From an optimization exercise on the open Yosys and OpenROAD flow, aimed at small area; shortcuts taken in it are not production practice. In this exercise RTL edits were held to simulation tests only and were not proved equivalent to the original.

==> inputs of v20 <==
Design wiegand_26_parity_unit, start of the top module:
module wiegand_26_parity_unit (
    input  wire         clk,
    input  wire         rst,
    input  wire         req_valid,
    output wire         req_ready,
    input  wire [28:0]  req_iw,
    input  wire [4:0]   req_txt_len,
    input  wire [247:0] req_txt,
    output wire         resp_valid,
    input  wire         resp_ready,
    output wire [2:0]   resp_status,
    output wire [25:0]  resp_res,
    output wire [1:0]   resp_warn,
    output wire [207:0] resp_bin_txt,
    output wire [47:0]  resp_hex_txt
);
    localparam OP_FROM_BIN24 = 3'd0;
    localparam OP_FROM_BIN26 = 3'd1;
    localparam OP_FROM_HEX   = 3'd2;
    localparam OP_FROM_DEC   = 3'd3;
    localparam OP_RENDER     = 3'd4;
    localparam OP_COMPUTE    = 3'd5;
    localparam OP_VALIDATE   = 3'd6;
    reg         busy;        
    reg         done;        
    reg  [2:0]  op;
    reg  [4:0]  cnt;         
    reg  [123:0] t;          
    reg  [7:0]  tl;          
    reg  [25:0] r;
    reg         ill;         
    reg         inv;         
    reg         foor;        
    reg         covf;        
    reg         cs;          
    reg         dg;          
    wire idle = !busy && !done;
    wire [2:0]  a_op  = req_iw[28:26];
    wire [25:0] a_arg = req_iw[25:0];
    wire a_text = !a_op[2];
    wire a_ill = (a_op == 3'd7) ||
                 (a_text && (a_arg != 26'd0)) ||
                 ((a_op == OP_COMPUTE)  && (a_arg[25:24] != 2'd0)) ||
                 ((a_op == OP_VALIDATE) && (a_arg[25:4]  != 22'd0));
    wire a_pfx = (req_txt[7:0] == 8'h30) && (req_txt[15:14] == 2'b01) &&
                 req_txt[12] && (req_txt[11:8] == 4'h8);    
    reg a_inv;
    always @(*) begin
        case (a_op)
            OP_FROM_BIN24: a_inv = (req_txt_len != 5'd24);
            OP_FROM_BIN26: a_inv = (req_txt_len != 5'd26);
            OP_FROM_HEX:   a_inv = !((req_txt_len == 5'd6) || (req_txt_len == 5'd8 && a_pfx));
            default:       a_inv = 1'b0;
        endcase
    end
    reg [123:0] a_codes;
    reg [7:0]   a_tl;
    reg [7:0]   c;
    reg         keep;
    integer k;
    always @(*) begin
        for (k = 0; k < 31; k = k + 1) begin
            c = req_txt[8*k +: 8];
            keep = (c[7:5] == 3'b001) && (c[4] ^ (c[3:0] == 4'b1100));
            if (k < 8) begin
                a_tl[k] = !c[7] && c[6] && !c[4];
                keep = keep || a_tl[k];
  ...
==> flow/config.mk <==
export PLATFORM = sky130hd
export DESIGN_NAME = wiegand_26_parity_unit
export DESIGN_NICKNAME = wiegand_26_parity_unit
export VERILOG_FILES = /design/flow/design.v
export SDC_FILE = /design/flow/constraint.sdc
export NUM_CORES = 4
export LEC_CHECK = 0
export CAP_MARGIN = 20
export CORE_MARGIN = 2
export CORE_UTILIZATION = 55
export SLEW_MARGIN = 20
==> flow/constraint.sdc <==
create_clock -name core_clock -period 6.0 [get_ports {clk}]
set_input_delay 1.2000 -clock core_clock [delete_from_list [all_inputs] [get_ports {clk}]]
set_output_delay 1.2000 -clock core_clock [all_outputs]
set_load 0.01 [all_outputs]
standard.sh (not shown) runs the stock make flow with config.mk's settings and CLKGATE_MAP_FILE= SYNTH_SCRIPT=/design/flow/synth_recipe.tcl, a recipe that flattens the netlist after the stock synthesis.
==> flow/flow/run.sh <==
#!/bin/bash
# Standard layout, with: the port buffers made from the smallest buffer cell;
# one tie cell shared by all constant outputs; a clock tree of clkbuf_8
# without dummy loads.
set -euo pipefail
export BUFFER_PORTS_ARGS="-buffer_cell sky130_fd_sc_hd__buf_1"
export SKIP_REPAIR_TIE_FANOUT=1
export CTS_ARGS="-sink_clustering_enable -repair_clock_nets -dont_use_dummy_load -buf_list sky130_fd_sc_hd__clkbuf_8 -sink_clustering_size 12"
bash standard.sh > standard_flow.log 2>&1
==> inputs of v30, as changes to v20 <==
--- a/flow/design.v
+++ b/flow/design.v
@@ -112,47 +112,39 @@
     wire       hl = tl[0];
     wire h_dig = !hl && (!h[3] || (h[2:1] == 2'b00));
     wire h_com = !hl && (h == 4'd12);
     wire h_hex_ok = hl ? ((h[3] == 1'b0) && (h[2:0] != 3'd0) && (h[2:0] != 3'd7))
                        : (!h[3] || (h[2:1] == 2'b00));
     wire [3:0] h_hexval = hl ? {1'b1, h[2] ^ (h[1] & h[0]), h[1] ^ h[0], !h[0]} : h;
     wire h_pfx = cnt[3] || (cnt[2:0] == 3'b111);
     wire [15:0] x = r[16:1];
-    wire [15:0] ds;
-    wire [9:2]  dc;
+    wire [19:0] ds;
+    wire [20:0] dc;
     assign ds[0] = h[0];
     assign ds[1] = x[0] ^ h[1];
     assign dc[2] = x[0] & h[1];
     assign ds[2] = x[1] ^ h[2] ^ dc[2];
     assign dc[3] = (x[1] & h[2]) | (dc[2] & (x[1] ^ h[2]));
     wire dk3 = h[3] | dc[3];                  
     assign ds[3] = x[0] ^ x[2] ^ dk3;
     assign dc[4] = (x[0] & x[2]) | (dk3 & (x[0] ^ x[2]));
     genvar gi;
     generate
-        for (gi = 4; gi < 9; gi = gi + 1) begin : g_lo
-            assign ds[gi]   = x[gi-3] ^ x[gi-1] ^ dc[gi];
-            assign dc[gi+1] = (x[gi-3] & x[gi-1]) | (dc[gi] & (x[gi-3] ^ x[gi-1]));
+        for (gi = 4; gi < 20; gi = gi + 1) begin : g_dec
+            wire ai, bi;
+            if (gi - 3 < 16) begin : g_a1 assign ai = x[gi-3]; end
+            else             begin : g_a0 assign ai = 1'b0;    end
+            if (gi - 1 < 16) begin : g_b1 assign bi = x[gi-1]; end
+            else             begin : g_b0 assign bi = 1'b0;    end
+            assign ds[gi]   = ai ^ bi ^ dc[gi];
+            assign dc[gi+1] = (ai & bi) | (dc[gi] & (ai ^ bi));
         end
     endgenerate
-    wire [15:9] ds0, ds1;
-    wire [16:9] dc0, dc1;
-    assign dc0[9] = 1'b0;
-    assign dc1[9] = 1'b1;
-    generate
-        for (gi = 9; gi < 16; gi = gi + 1) begin : g_hi
-            assign ds0[gi]   = x[gi-3] ^ x[gi-1] ^ dc0[gi];
-            assign dc0[gi+1] = (x[gi-3] & x[gi-1]) | (dc0[gi] & (x[gi-3] ^ x[gi-1]));
-            assign ds1[gi]   = x[gi-3] ^ x[gi-1] ^ dc1[gi];
-            assign dc1[gi+1] = (x[gi-3] & x[gi-1]) | (dc1[gi] & (x[gi-3] ^ x[gi-1]));
-        end
-    endgenerate
-    assign ds[15:9] = dc[9] ? ds1 : ds0;
-    wire dec_ovf = (x > 16'd6553) || (x == 16'd6553 && h >= 4'd6);
+    wire dec_ovf = ds[19] | ds[18] | ds[17] | ds[16];
     wire [4:0] cnt_dec = {cnt[4] ^ (cnt[3:0] == 4'd0), cnt[3] ^ (cnt[2:0] == 3'd0),
                           cnt[2] ^ (cnt[1:0] == 2'd0), cnt[1] ^ !cnt[0], !cnt[0]};
     wire m_bin = (op == OP_FROM_BIN24) || (op == OP_FROM_BIN26);
     wire m_shl = m_bin || (op == OP_COMPUTE);
     wire m_hex = (op == OP_FROM_HEX);
     wire m_dec = (op == OP_FROM_DEC);
     wire step  = busy && (cnt != 5'd0);
     always @(posedge clk) begin
==> flow/flow/run.sh (replaced) <==
#!/bin/bash
# Standard layout, with the port buffers made from the smallest buffer cell
# and one tie cell shared by all constant outputs.
set -euo pipefail
export BUFFER_PORTS_ARGS="-buffer_cell sky130_fd_sc_hd__buf_1"
export SKIP_REPAIR_TIE_FANOUT=1
bash standard.sh > standard_flow.log 2>&1
CORE_UTILIZATION = 30   (was 55)
==> results by group <==
Status
  • Failed at: 3_2_place_iop
  • Error: [ERROR PPL-0024] Number of IO pins (575) exceeds maximum number of available positions (528). Increase the die perimeter from 593.60um to 782.00um.
  • Status: aborted with a tool error

Synthesis
  • XOR/XNOR Fraction of Synth Area: 4.28%
  • Mapped Area: 11500 µm²
  • Simple-gate share of the synthesized area: 22.5%
  • Synthesized area per cell: 8.11 µm²
  • Top cells by count, synth: nand2_1 (246), buf_4 (194), dfxtp_1 (138)

Floorplanning
  • Row count: 52
  • Die height: 148 µm
  • Chip Width: 148 µm
Source of the figures above: v20

==> results by group <==
Status
  • Status: finished with violations
  • Layout check failures: negative setup slack

Synthesis
  • Top cells by count, synth: nand2_1 (259), buf_4 (194), dfxtp_1 (138)
  • Mapped Area: 11500 µm²
  • Simple-gate share of the synthesized area: 22.9%
  • Synthesized area per cell: 8.14 µm²

Timing
  • Setup violators final: 2
  • Fin worst setup slack: -0.603 ns

Floorplanning
  • Die height: 200 µm
  • Chip Width: 200 µm

Route
  • Max layer used: met4
Source of the figures above: v30

==> what the ideal ports hide <==
How much do the figures lean on ideal ports? The routed layout below was timed once more, with nothing changed but the port constraints. Step 1: set_driving_cell puts a clkbuf_16 on clk and a buf_2 on each other input, an assumption about the parent block. Step 2, shift: input delay + t, output delay - t, t = (earliest + latest rising clock arrival at the registers) / 2. This alone moves slack from input paths to output paths. Three values: ideal, step 1, step 2; two values: the first two.
run: v30
shift t [ns]: 0.487
setup WS [ns]: -0.603 / -0.603 / -0.603
slew at the worst register clock pin (ns): 0.08 / 0.08
The setup slack of v30 moves by 0.000 ns with the drivers and by 0.000 ns with both steps.
